From an optimization exercise on the open Yosys and OpenROAD flow, aimed at small area; shortcuts taken in it are not production practice.
Only simulation tests tie the RTL to the original design; equivalence was not proved.
No activity file was given, so power comes from the tool's default toggle rates.

## flow/flow/run.sh

```bash
#!/bin/bash
# ORFS layout with three changes, each tool's output in a log here:
#  - synthesis maps all logic, adders included, with an area-oriented ABC
#    script (flow/abc_area.script) instead of pre-mapping adder cells;
#    the registers are those of the standard synthesis (dfflibmap runs before ABC);
#  - every port still gets a buffer, of the smallest drive (buf_1);
#  - the clock tree uses small clock buffers and no dummy loads.
set -uo pipefail
HERE=$(pwd)
rm -rf scripts_mod
cp -r "$FLOW_HOME/scripts" scripts_mod
cp flow/abc_area.script scripts_mod/abc_area.script
export BUFFER_PORTS_ARGS="-buffer_cell sky130_fd_sc_hd__buf_1"
export CTS_ARGS="-sink_clustering_enable -repair_clock_nets -dont_use_dummy_load -buf_list sky130_fd_sc_hd__clkbuf_2"
bash standard.sh SCRIPTS_DIR="$HERE/scripts_mod" ABC_AREA=1 ADDER_MAP_FILE= finish > standard_flow.log 2>&1
status=$?
rm -rf scripts_mod
exit $status
```

## flow/flow/abc_area.script

```
strash
&get -n
&deepsyn -I 3 -T 150
&put
&get -n
&dch -f
&nf -R 1000 -p -a
&put
```

## flow/standard.sh

```bash
#!/bin/bash
# synth_recipe.tcl (not shown) runs the flow's synth.tcl, then flattens the netlist and writes it again
# the make line also repeats each setting of config.mk as NAME=value (left out here)
make -C /OpenROAD-flow-scripts/flow DESIGN_CONFIG=/design/flow/config.mk WORK_HOME=/design/flow/orfs CLKGATE_MAP_FILE= SYNTH_SCRIPT=/design/flow/synth_recipe.tcl "${@:-finish}"
```

## flow/config.mk

```make
export PLATFORM = sky130hd
export DESIGN_NAME = flicker_core
export DESIGN_NICKNAME = flicker_core
export VERILOG_FILES = /design/flow/design.v
export SDC_FILE = /design/flow/constraint.sdc
export NUM_CORES = 4
export LEC_CHECK = 0
export CAP_MARGIN = 20
export CORE_MARGIN = 2
export CORE_UTILIZATION = 40
export SLEW_MARGIN = 20
```

## flow/constraint.sdc

```tcl
create_clock -name core_clock -period 20.0 [get_ports {clk}]
set_input_delay 4.0000 -clock core_clock [delete_from_list [all_inputs] [get_ports {clk}]]
set_output_delay 4.0000 -clock core_clock [all_outputs]
set_load 0.01 [all_outputs]
```

## flow/design.v

```verilog
module flk_filter (
    input  wire [7:0] a_ops,
    input  wire [2:0] a_cin,
    input  wire [5:0] b_ops,
    input  wire [2:0] b_cin,
    output wire [3:0] a_sum,
    output wire [3:0] b_sum
);
    assign a_sum = a_ops[0] + a_ops[1] + a_ops[2] + a_ops[3] + a_ops[4] + a_ops[5] +
                   a_ops[6] + a_ops[7] + a_cin;
    assign b_sum = b_ops[0] + b_ops[1] + b_ops[2] + b_ops[3] + b_ops[4] + b_ops[5] + b_cin;
endmodule
module flk_map (
    input  wire signed [9:0] s,
    output wire              neg,     
    output wire              over     
);
    assign neg  = (s < -10'sd171);
    assign over = (s >   10'sd84);
endmodule
module flicker_core (
    input  wire        clk,
    input  wire        rst,           
    input  wire        test_mode,     
    input  wire        ovf,           
    input  wire [31:0] seed_rdata,
    output wire        seed_we,
    output wire [31:0] seed_wdata,
    input  wire        bus_req,
    input  wire        bus_we,
    input  wire [5:0]  bus_addr,
    input  wire [1:0]  bus_size,      
    input  wire [31:0] bus_wdata,
    output reg         bus_ack,
    output wire        bus_err,
    output wire [31:0] bus_rdata,
    output wire [7:0]  duty,
    output reg         duty_we
);
    localparam [31:0] POLY = 32'hA3AC183C;
    localparam [3:0] S_IDLE = 4'd0, S_INIT = 4'd1, S_SWAP = 4'd2, S_ARGW = 4'd3,
                     S_STEP = 4'd4, S_RESW = 4'd5, S_FB   = 4'd6, S_FC   = 4'd7,
                     S_MAP  = 4'd8, S_COPY = 4'd9, S_SWB  = 4'd10, S_BOOT = 4'd11;
    localparam [2:0] O_NONE = 3'd0, O_DRAW = 3'd1, O_NORMAL = 3'd2, O_FILTER = 3'd3,
                     O_UPDATE = 3'd4, O_RUN = 3'd5, O_MAP = 3'd6, O_TAKE = 3'd7;
    reg  [4:0]  ph;
    reg         mode_test;
    reg  [3:0]  slot;
    reg  [2:0]  opc;           
    reg  [31:0] lfsr;
    reg  [31:0] arg, z1, z2;
    reg  [15:0] res;           
    reg  [7:0]  duty_q;
    reg         tick;
    reg  [3:0]  cnt;           
    reg         err;
    reg  [2:0]  cause;
    reg  [7:0]  ac;            
    reg  [3:0]  kc;            
    reg         cy1;           
    reg         sg1;           
    reg  [2:0]  ycy;           
    reg  [2:0]  acy, bcy;      
    reg         ysgn;          
    reg         z2sgn;         
    reg  [2:0]  yd;            
    assign duty = duty_q;
    wire last = (ph == 5'd31);
    wire idle = (slot == S_IDLE);
    wire boot = (slot == S_BOOT);    
    wire [32:0] sc;
    assign sc[0] = 1'b1;
    genvar gi;
    generate for (gi = 0; gi < 32; gi = gi + 1) begin : g_inc
        assign sc[gi+1] = sc[gi] & seed_rdata[gi];
    end endgenerate
    wire [31:0] s0 = (seed_rdata ^ sc[31:0]) | {31'd0, sc[32]};
    assign seed_wdata = lfsr;    
    assign seed_we    = (slot == S_INIT) && (ph == 5'd0);
    wire       bus_legal = (bus_size == 2'd2) && (bus_addr[1:0] == 2'b00);
    wire [3:0] word      = bus_addr[5:2];
    wire [3:0] cmd_op    = bus_wdata[15:12];
    wire [3:0] cmd_n     = bus_wdata[11:8];
    wire [7:0] cmd_imm   = bus_wdata[7:0];
    reg  [2:0] cmd_cause;
    always @(*) begin
        if (!mode_test)                                cmd_cause = 3'd1;
        else if (bus_wdata[31:16] != 16'd0)            cmd_cause = 3'd2;
        else if (cmd_op >= 4'h9)                       cmd_cause = 3'd3;
        else if (cmd_op == 4'h2 && cmd_n > 4'd8)       cmd_cause = 3'd4;
        else if (cmd_op != 4'h2 && cmd_n != 4'd0)      cmd_cause = 3'd5;
        else if (cmd_op != 4'h4 && cmd_imm != 8'd0)    cmd_cause = 3'd5;
        else                                           cmd_cause = 3'd0;
    end
    wire is_cmd   = bus_we && word == 4'h0;
    wire cmd_ok   = is_cmd && cmd_cause == 3'd0;
    wire cmd_slot = cmd_ok && cmd_op != 4'h0 && cmd_op != 4'h7;
    wire rd_swap  = !bus_we && (word == 4'h1 || word == 4'h4 || word == 4'h5 ||
                                word == 4'h6 || (word == 4'h2 && mode_test));
    wire acc_slot_kind = bus_legal && (rd_swap || (bus_we && word == 4'h1) || cmd_slot);
    wire can_acc  = idle && !bus_ack && bus_req;
    wire acc_imm  = can_acc && !acc_slot_kind;
    wire acc_slot = can_acc && acc_slot_kind && last;
    wire run_go   = idle && !mode_test && tick && last && !can_acc;
    wire ovf_ev  = (!mode_test && !boot && ovf) ||
                   (acc_imm && bus_legal && cmd_ok && cmd_op == 4'h7);
    wire expire  = (cnt == 4'd1);
    wire take_clr = (slot == S_RESW) && (opc == O_TAKE) && (ph == 5'd0);
    wire [3:0] draw_n   = bus_wdata[12] ? 4'd1 : cmd_n;    
    wire [4:0] nsteps   = (opc == O_DRAW) ? {1'b0, draw_n} : 5'd24;
    wire       stepping = (slot == S_STEP) && (ph < nsteps);
    wire       swapping = (slot == S_SWAP) || (slot == S_SWB);
    wire       rotating = swapping;
    wire       b        = lfsr[0];
    wire        lfsr_in = (swapping && opc == 3'd4) ? arg[0] : lfsr[0];
    wire [31:0] lfsr_sh = {lfsr_in, lfsr[31:1]} ^
                          ({32{stepping & b}} & {1'b0, POLY[30:0]});
    wire [7:0] ka    = {kc, ac[7:4]};
    wire       xo1   = ka[ph[2:0]];
    wire       xo2   = !ph[2] && !ac[ph[1:0]];
    wire       xcin  = (ph == 5'd0) ? 1'b1 : cy1;
    wire [1:0] xsum  = xo1 + xo2 + xcin;
    wire       xcalc = (ph < 5'd8) ? xsum[0] : sg1;
    wire [4:0] wsel  = (opc == O_FILTER && ph >= 5'd8) ? 5'd7 : ph;
    wire       wbit  = bus_wdata[wsel];
    wire       xbit  = (opc == O_FILTER) ? wbit : xcalc;
    wire in_fb = (slot == S_FB);
    wire in_fc = (slot == S_FC);
    wire [3:0] ysum = z1[0] + (res[12] & (ph >= 5'd4)) + (res[11] & (ph >= 5'd5)) +
                      (res[8] & (ph >= 5'd8)) + (res[4] & (ph >= 5'd12)) +
                      ((ph == 5'd0) ? 3'd0 : ycy);
    wire ybit = ysum[0];
    wire a0, a4, a6, a8, a10, a13, a15, az;
    wire b0, b3, b5, b7, b10, b13;
    wire [2:0] acin = (in_fb && ph == 5'd18) ? 3'd4 : acy;
    wire [2:0] bcin = (in_fb && ph == 5'd22) ? 3'd4 : bcy;
    assign a0  = in_fb ? z1[14]                   : ((ph <= 5'd17) ? z1[14] : ysgn);
    assign a4  = in_fb ? (z1[10] & (ph >= 5'd22)) : ((ph <= 5'd21) ? z1[10] : ysgn);
    assign a6  = in_fb ? (z1[8]  & (ph >= 5'd24)) : ((ph <= 5'd23) ? z1[8]  : ysgn);
    assign a8  = in_fb ? (z1[6]  & (ph >= 5'd26)) : ((ph <= 5'd25) ? z1[6]  : ysgn);
    assign a10 = in_fb ? (z1[4]  & (ph >= 5'd28)) : ((ph <= 5'd27) ? z1[4]  : ysgn);
    assign a13 = in_fb ? (z1[1]  & (ph >= 5'd31)) : ((ph <= 5'd30) ? z1[1]  : ysgn);
    assign a15 = in_fb ? 1'b0                     : (yd[0] & (ph >= 5'd1));
    assign az  = in_fb ? 1'b0                     : ((ph <= 5'd27) ? z2[4]  : z2sgn);
    assign b0  = in_fb ? z1[10]                   : ((ph <= 5'd21) ? z1[10] : ysgn);
    assign b3  = in_fb ? (z1[7]  & (ph >= 5'd25)) : ((ph <= 5'd24) ? z1[7]  : ysgn);
    assign b5  = in_fb ? (z1[5]  & (ph >= 5'd27)) : ((ph <= 5'd26) ? z1[5]  : ysgn);
    assign b7  = in_fb ? (z1[3]  & (ph >= 5'd29)) : ((ph <= 5'd28) ? z1[3]  : ysgn);
    assign b10 = in_fb ? 1'b0                     : z1[0];
    assign b13 = in_fb ? 1'b0                     : (yd[2] & (ph >= 5'd3));
    wire [3:0] asum, bsum;
    flk_filter u_filter (
        .a_ops({a0, a4, !a6, !a8, !a10, !a13, a15, az}), .a_cin(acin),
        .b_ops({!b0, !b3, b5, b7, !b10, !b13}),           .b_cin(bcin),
        .a_sum(asum), .b_sum(bsum)
    );
    wire y16b = (ph <= 5'd15) ? z1[8] : sg1;
    wire neg_c, over_c;
    flk_map u_map (.s(res[15:6]), .neg(neg_c), .over(over_c));
    wire       neg   = (ph == 5'd0) ? neg_c  : ysgn;
    wire       over  = (ph == 5'd0) ? over_c : z2sgn;
    wire [7:0] K171  = 8'd171;
    wire [1:0] tsum  = res[6] + K171[ph[2:0]] + ((ph == 5'd0) ? 1'b0 : cy1);
    wire       dbit  = (ph < 5'd8) && !neg && (over || tsum[0]);
    reg rbit;
    always @(*) begin
        case (opc)
            3'd4:    rbit = lfsr[0];
            3'd5:    rbit = z1[0];
            3'd6:    rbit = z2[0];
            default: rbit = arg[0];
        endcase
    end
    reg [7:0] small_v;
    always @(*) begin
        case (word)
            4'h3:    small_v = {1'b0, cause, err, 1'b0, tick, mode_test};
            4'h7:    small_v = {3'd0, cnt == 4'd0, cnt};
            4'h8:    small_v = duty_q;
            4'hA:    small_v = 8'h10;
            4'hB:    small_v = 8'h40;
            default: small_v = 8'd0;
        endcase
    end
    wire cfg0 = (word == 4'hA);
    wire show = (slot == S_SWB);
    assign bus_err = bus_ack && !bus_legal;
    wire show_res = show && (opc == 3'd2);
    wire show_sw  = show && (opc != 3'd2);
    wire show_sd  = (word == 4'h9);
    assign bus_rdata = ({32{show_sw}} & arg) |
                       ({32{show_res}} & {{16{res[15]}}, res}) |
                       ({32{show_sd}} & seed_rdata) |
                       {9'd0, cfg0, 1'b0, cfg0, 1'b0, cfg0, 10'd0, small_v};
    reg resw_b;
    always @(*) begin
        case (opc)
            O_NORMAL: resw_b = xcalc;
            O_TAKE:   resw_b = (ph == 5'd0) && tick;
            default:  resw_b = (ph < 5'd8) && ac[ph[2:0]];
        endcase
    end
    reg z1_in, z2_in, arg_in, res_in;
    always @(*) begin
        z1_in   = z1[0];
        z2_in   = z2[0];
        arg_in  = arg[0];
        res_in  = res[0];
        case (slot)
            S_INIT: begin
                z1_in = 1'b0; z2_in = 1'b0; arg_in = 1'b0; res_in = 1'b0;
            end
            S_ARGW: arg_in = wbit;
            S_SWAP, S_SWB: begin
                arg_in = rbit;
                case (opc)
                    3'd5: z1_in  = arg[0];
                    3'd6: z2_in  = arg[0];
                    default: ;
                endcase
            end
            S_RESW: res_in = resw_b;
            S_FB:   begin z1_in = ybit; res_in = xbit; end
            S_FC:   begin z1_in = asum[0]; z2_in = bsum[0]; res_in = y16b; end
            S_MAP:  res_in = dbit;
            S_COPY: res_in = arg[0];
            default: ;
        endcase
    end
    always @(posedge clk) begin
        z1        <= {z1_in,   z1[31:1]};
        z2        <= {z2_in,   z2[31:1]};
        arg       <= {arg_in,  arg[31:1]};
        res       <= {(ph[4] && slot != S_FB) ? res[0] : res_in, res[15:1]};
        cy1   <= (slot == S_MAP) ? tsum[1] : xsum[1];
        if (slot == S_FC ? (ph == 5'd15) : (ph == 5'd7))
            sg1 <= (slot == S_FC) ? z1[8] : xsum[0];
        ycy   <= ysum[3:1];
        acy   <= asum[3:1];
        bcy   <= bsum[3:1];
        if (in_fb && last) ysgn <= ybit;
        else if (slot == S_MAP && ph == 5'd0) ysgn <= neg_c;
        if (ph == 5'd0) z2sgn <= (slot == S_MAP) ? over_c : z2[31];
        yd    <= {yd[1:0], z1[0]};
    end
    always @(posedge clk) begin
        if (rst) begin
            ph        <= 5'd31;
            mode_test <= test_mode;
            slot      <= S_BOOT;
            opc       <= O_NONE;
            tick      <= 1'b0;
            cnt       <= 4'd0;
            err       <= 1'b0;
            cause     <= 3'd0;
            bus_ack   <= 1'b0;
            duty_we   <= 1'b0;
        end else begin
            ph      <= ph + 5'd1;
            bus_ack <= 1'b0;
            duty_we <= 1'b0;
            if (boot)
                slot <= S_INIT;      
            if (ovf_ev)
                cnt <= cnt - 4'd1;
            if (ovf_ev && expire)
                tick <= 1'b1;
            else if (run_go || take_clr)
                tick <= 1'b0;
            if (acc_imm) begin
                bus_ack <= 1'b1;
                if (!bus_legal)
                    ;    
                else if (is_cmd && cmd_cause != 3'd0) begin
                    err   <= 1'b1;
                    cause <= cmd_cause;
                end else if (bus_we && word == 4'h3 && bus_wdata[3]) begin
                    err   <= 1'b0;
                    cause <= 3'd0;
                end
            end
            if (acc_slot) begin
                ac <= 8'd0;
                kc <= 4'd7;
                if (!bus_we) begin
                    slot <= S_SWAP; opc <= word[2:0];
                end else if (word == 4'h1) begin
                    slot <= S_ARGW; opc <= O_NONE;
                end else begin
                    case (cmd_op)
                        4'h1, 4'h2: begin slot <= S_STEP; opc <= O_DRAW;   end
                        4'h3:       begin slot <= S_STEP; opc <= O_NORMAL; end
                        4'h4:       begin slot <= S_FB;   opc <= O_FILTER; end
                        4'h5:       begin slot <= S_COPY; opc <= O_MAP;    end
                        4'h6:       begin slot <= S_STEP; opc <= O_UPDATE; end
                        default:    begin slot <= S_RESW; opc <= O_TAKE;   end
                    endcase
                end
            end else if (run_go) begin
                ac   <= 8'd0;
                kc   <= 4'd7;
                slot <= S_STEP;
                opc  <= O_RUN;
            end else if (last) begin
                case (slot)
                    S_INIT: slot <= S_IDLE;
                    S_SWAP: begin
                        slot    <= S_SWB;
                        bus_ack <= 1'b1;
                    end
                    S_SWB:  slot <= S_IDLE;
                    S_ARGW, S_RESW: begin
                        slot    <= S_IDLE;
                        bus_ack <= 1'b1;
                    end
                    S_STEP: slot <= (opc == O_DRAW || opc == O_NORMAL) ? S_RESW : S_FB;
                    S_FB:   slot <= S_FC;
                    S_FC: begin
                        if (opc == O_FILTER) begin
                            slot    <= S_IDLE;
                            bus_ack <= 1'b1;
                        end else
                            slot <= S_MAP;
                    end
                    S_COPY: slot <= S_MAP;
                    S_MAP: begin
                        slot <= S_IDLE;
                        if (opc != O_RUN) bus_ack <= 1'b1;
                        if (opc != O_MAP) begin
                            duty_q  <= res[8:1];
                            duty_we <= 1'b1;
                        end
                    end
                    default: ;
                endcase
            end
            if (stepping) begin
                if (opc == O_DRAW || ph >= 5'd16)
                    ac <= {ac[6:0], b};
                else if (b)
                    kc <= kc + 4'd1;
            end
        end
    end
    always @(posedge clk) begin
        if (!rst && boot)
            lfsr <= s0;
        else if (!rst && (stepping || rotating))
            lfsr <= lfsr_sh;
    end
endmodule
```

==> impl_metrics.env <==
export IMPL_synth_fp_nets=970
export IMPL_cp_max_fo=11
export IMPL_r2r_slack_ns=16.00
export IMPL_wl_met1_um=11200
export IMPL_die_h_um=151
export IMPL_wl_met3_um=1910
export IMPL_wl_met2_um=11000
export IMPL_ant_nets=0
export IMPL_r2r_end="acy[1]$_DFF_P_"
export IMPL_start_util=0.409
export IMPL_slew_violations=0
export IMPL_power_switching_uw=305
export IMPL_cts_max_level=2
export IMPL_leakagePower_uw=0.00352
export IMPL_die_w_um=151
export IMPL_die_area_sq_um=22700
export IMPL_final_area_sq_um=9840
export IMPL_cts_buffers_inserted=51
export IMPL_first_global_vias=7282
export IMPL_drt_drc_violations_left=0
export IMPL_clk_path_buf_depth=3
export IMPL_antenna_found_initial=0
export IMPL_hold_slack_ns=0.263
export IMPL_finalHoldViolCount=0
export IMPL_skew_ns=0.103
export IMPL_synth_top_area_share=0.345
export IMPL_async_reset_ff_frac=0
export IMPL_status="timing/DRC/antenna clean"
export IMPL_hold_buffers=0
export IMPL_placedCellCount=1327
export IMPL_rows=53
export IMPL_place_area_sq_um=9580
export IMPL_rsz0062_at_grt="false"
export IMPL_synth_area_leaders="dfxtp_1, edfxtp_1, nand2_1"
export IMPL_setup_violations=0
export IMPL_drt_iter0_drc=634
export IMPL_core_area_sq_um=21000
export IMPL_clk_latency_ns=0.83
export IMPL_critPathRequiredTime_ns=16.00
export IMPL_netSwitchingFraction=0.330
export IMPL_hold_path_class="reg2reg"
export IMPL_synth_edf_count=56
export IMPL_area_delta_synth_final_pct=14.5
export IMPL_cts_tree="done"
export IMPL_critical_path_class="in2out"
export IMPL_start_kind="primary input"
export IMPL_syn_area_sq_um=8590
export IMPL_layout_nets=1183
export IMPL_end_kind="primary output"
export IMPL_seq_area_frac_synth=0.541
export IMPL_timing_final_crit_share=0.482
export IMPL_grt_pass1_wl_um=38000
export IMPL_timing_rr_start="slot[3]$_SDFF_PP1_"
export IMPL_r2r_cells=12
export IMPL_drv_cap=0
export IMPL_clockPowerShare=0.229
export IMPL_holdPathStages=0
export IMPL_port_buffers=153
export IMPL_dpl_hpwl_um=17900
export IMPL_drive_gt1_frac=0.0571
export IMPL_max_clock_freq_ghz=0.104
export IMPL_post_cts_repair_setup_buffers=0
export IMPL_p_per_area_nw_per_um2=93.9
export IMPL_synth_flop_cell="dfxtp_1"
export IMPL_cts_root_buffer="clkbuf_2"
export IMPL_dr_pass1_iters=6
export IMPL_synth_area_leader_cell="dfxtp_1"
export IMPL_synth_seq_cells=204
export IMPL_vias=7802
export IMPL_grt_max_degree=34
export IMPL_netlist_instances=892
export IMPL_slew_headroom=0.268
export IMPL_synth_area_per_cell_sq_um=9.63
export IMPL_synth_warnings=1
export IMPL_routed_wl_um=24700
export IMPL_p_int_uw=619
export IMPL_fin_tns_setup_ns=0
export IMPL_top_layer="met4"
export IMPL_gp_congestion=0.873
export IMPL_clkSlewWorstSetupHoldPaths_ns=0.09
export IMPL_worstHoldStart="z2[6]$_DFF_P_"
export IMPL_p_comb_frac=0.222
export IMPL_worstMarginPinSlew_ns=1.10
export IMPL_grt_total_usage=0.214
export IMPL_cts_sinks=204
export IMPL_final_cells=1378
export IMPL_via_per_inst=5.66
export IMPL_synthDistinctLibCells=53
export IMPL_avgRoutedWirePerCell_um=17.9
export IMPL_worst_ir_drop_vdd_v=0.0000439
export IMPL_cp_arrival_ns=5.63
export IMPL_overflow=0
export IMPL_min_to="z2[5]$_DFF_P_"
export IMPL_diodes=0
export IMPL_finalCriticalPeriod_ns=9.63
export IMPL_io_pins=154
export IMPL_p_seq_frac=0.549
export IMPL_post_cts_resized=0
export IMPL_total_power_uw=924
==> logic make-up (layout without fill, tap and decap cells) <==
| kind of cell | Yosys count | count (layout) | share of synthesized area |
|---|---|---|---|
| XOR/XNOR | 37 | 37 | 0.0377 |
| flip-flops | 204 | 204 | 0.541 |
| buffers and inverters | 22 | 233 | 0.0100 |
| AO/OA/AOI/OAI | 264 | 264 | 0.207 |
| adder cells (fa/ha/maj) | 2 | 2 | 0.00233 |
| multiplexers | 6 | 6 | 0.00714 |
| AND/OR/NAND/NOR | 357 | 357 | 0.196 |
==> worst max-delay path, cell delays in order <==
cell and delay, ns:
buf_1 0.39, nand2_1 0.18, nor3b_1 0.54, a32oi_1 0.19
nand4_1 0.15, buf_1 0.17
==> stage by stage <==
step | utilization | setup slack [ns]
after floorplan | - | 9.55
after global placement | 0.456 | 10.47
after detailed placement | 0.456 | 10.39
after CTS | 0.468 | 10.41
after global routing | 0.468 | 10.27
final | 0.468 | 10.37
==> final cells by class <==
| class | instances | area (sq um) |
|---|---|---|
| flip-flops and latches | 204 | 4640 |
| repair buffers | 161 | 634 |
| fillers | 2091 | 11200 |
| inverters | 21 | 78.8 |
| well taps | 275 | 344 |
| multi-input cells | 666 | 3880 |
| clock buffers | 51 | 255 |
==> worst max path at each step <==
| stage | cells past startpoint | start | slack, ns | end |
|---|---|---|---|---|
| after floorplan | 4 | bus_addr[4] | 9.55 | bus_rdata[2] |
| after global placement | 6 | bus_addr[3] | 10.47 | bus_rdata[4] |
| after detailed placement | 6 | bus_addr[3] | 10.39 | bus_rdata[4] |
| after CTS | 6 | bus_addr[3] | 10.41 | bus_rdata[4] |
| after global routing | 6 | bus_addr[3] | 10.27 | bus_rdata[4] |
| final | 6 | bus_addr[3] | 10.37 | bus_rdata[4] |
==> cells in the final DEF (no fill, tap or decap), types with 7 or more instances in the layout <==
cell / instances
o22ai_1: 12
nor3_1: 20
nand3_1: 20
a22o_1: 9
nand4_1: 7
xnor2_1: 21
a31oi_1: 10
xor2_1: 16
a22oi_1: 11
buf_4: 8
a211oi_1: 7
nor4_1: 10
a221oi_1: 9
clkbuf_2: 51
o21ai_0: 58
nand2_1: 122
nor2_1: 87
a21oi_1: 68
a222oi_1: 19
and2_0: 11
clkinv_1: 21
o31ai_1: 12
nand2b_1: 17
or2_0: 7
and3_1: 14
a221o_1: 15
dfxtp_1: 148
edfxtp_1: 56
nor2b_1: 22
buf_1: 153
==> layer usage <==
layer / global-route usage / vias to the layer above
met5: 0 / -
met4: 0.0693 / 0
met3: 0.0530 / 51
met2: 0.335 / 313
met1: 0.290 / 3655
li1: - / 3783
==> flip-flops by register name, indices dropped and copies added (netlist names), 4 cells and up <==
signal  flops
lfsr       32
kc          4
arg        32
z2         32
cnt         4
slot        4
z1         32
duty_q      8
ph          5
res        16
ac          8
==> synth_stat cells, drive strengths merged (16+ instances only) <==
library cell	number
a21oi	68
nor3	21
dfxtp	148
nor2b	22
nand2	122
nor2	88
nand2b	17
xnor2	21
xor2	16
clkinv	21
edfxtp	56
a222oi	19
o21ai	58
nand3	20
==> power groups by stage <==
stage          logic, uW  registers [uW]  clock network (uW)
2_1_floorplan        140             509                   0
3_3_place_gp         201             516                   0
3_5_place_dp         203             516                   0
6_report             205             507                 211
4_1_cts              205             507                 221
5_1_grt              229             513                 241

what the ideal ports hide:
The flow's constraints put no driver on any port. The routed layout listed below was extracted and timed again, unchanged, in two steps. Step 1 assumes that a clkbuf_16 drives the clock port and a buf_2 every other input. Step 2 adds t to the input delays and takes it off the output delays; t is the mean of the earliest and latest rising clock arrival at the registers after step 1. Input paths then give back, and output paths get back, about the clock's delay inside the block. Slacks: ideal ports / drivers / drivers and shift; pairs: ideal ports / drivers.
t (ns): 0.814
setup slack, ns: 10.367 / 10.343 / 10.343
worst data-port slew with drivers (ns): 0.04
pins driven straight from the clock port: 1
After both steps this run still meets setup and hold. The setup slack of this run moves by -0.024 ns with the drivers and by -0.024 ns with both steps.
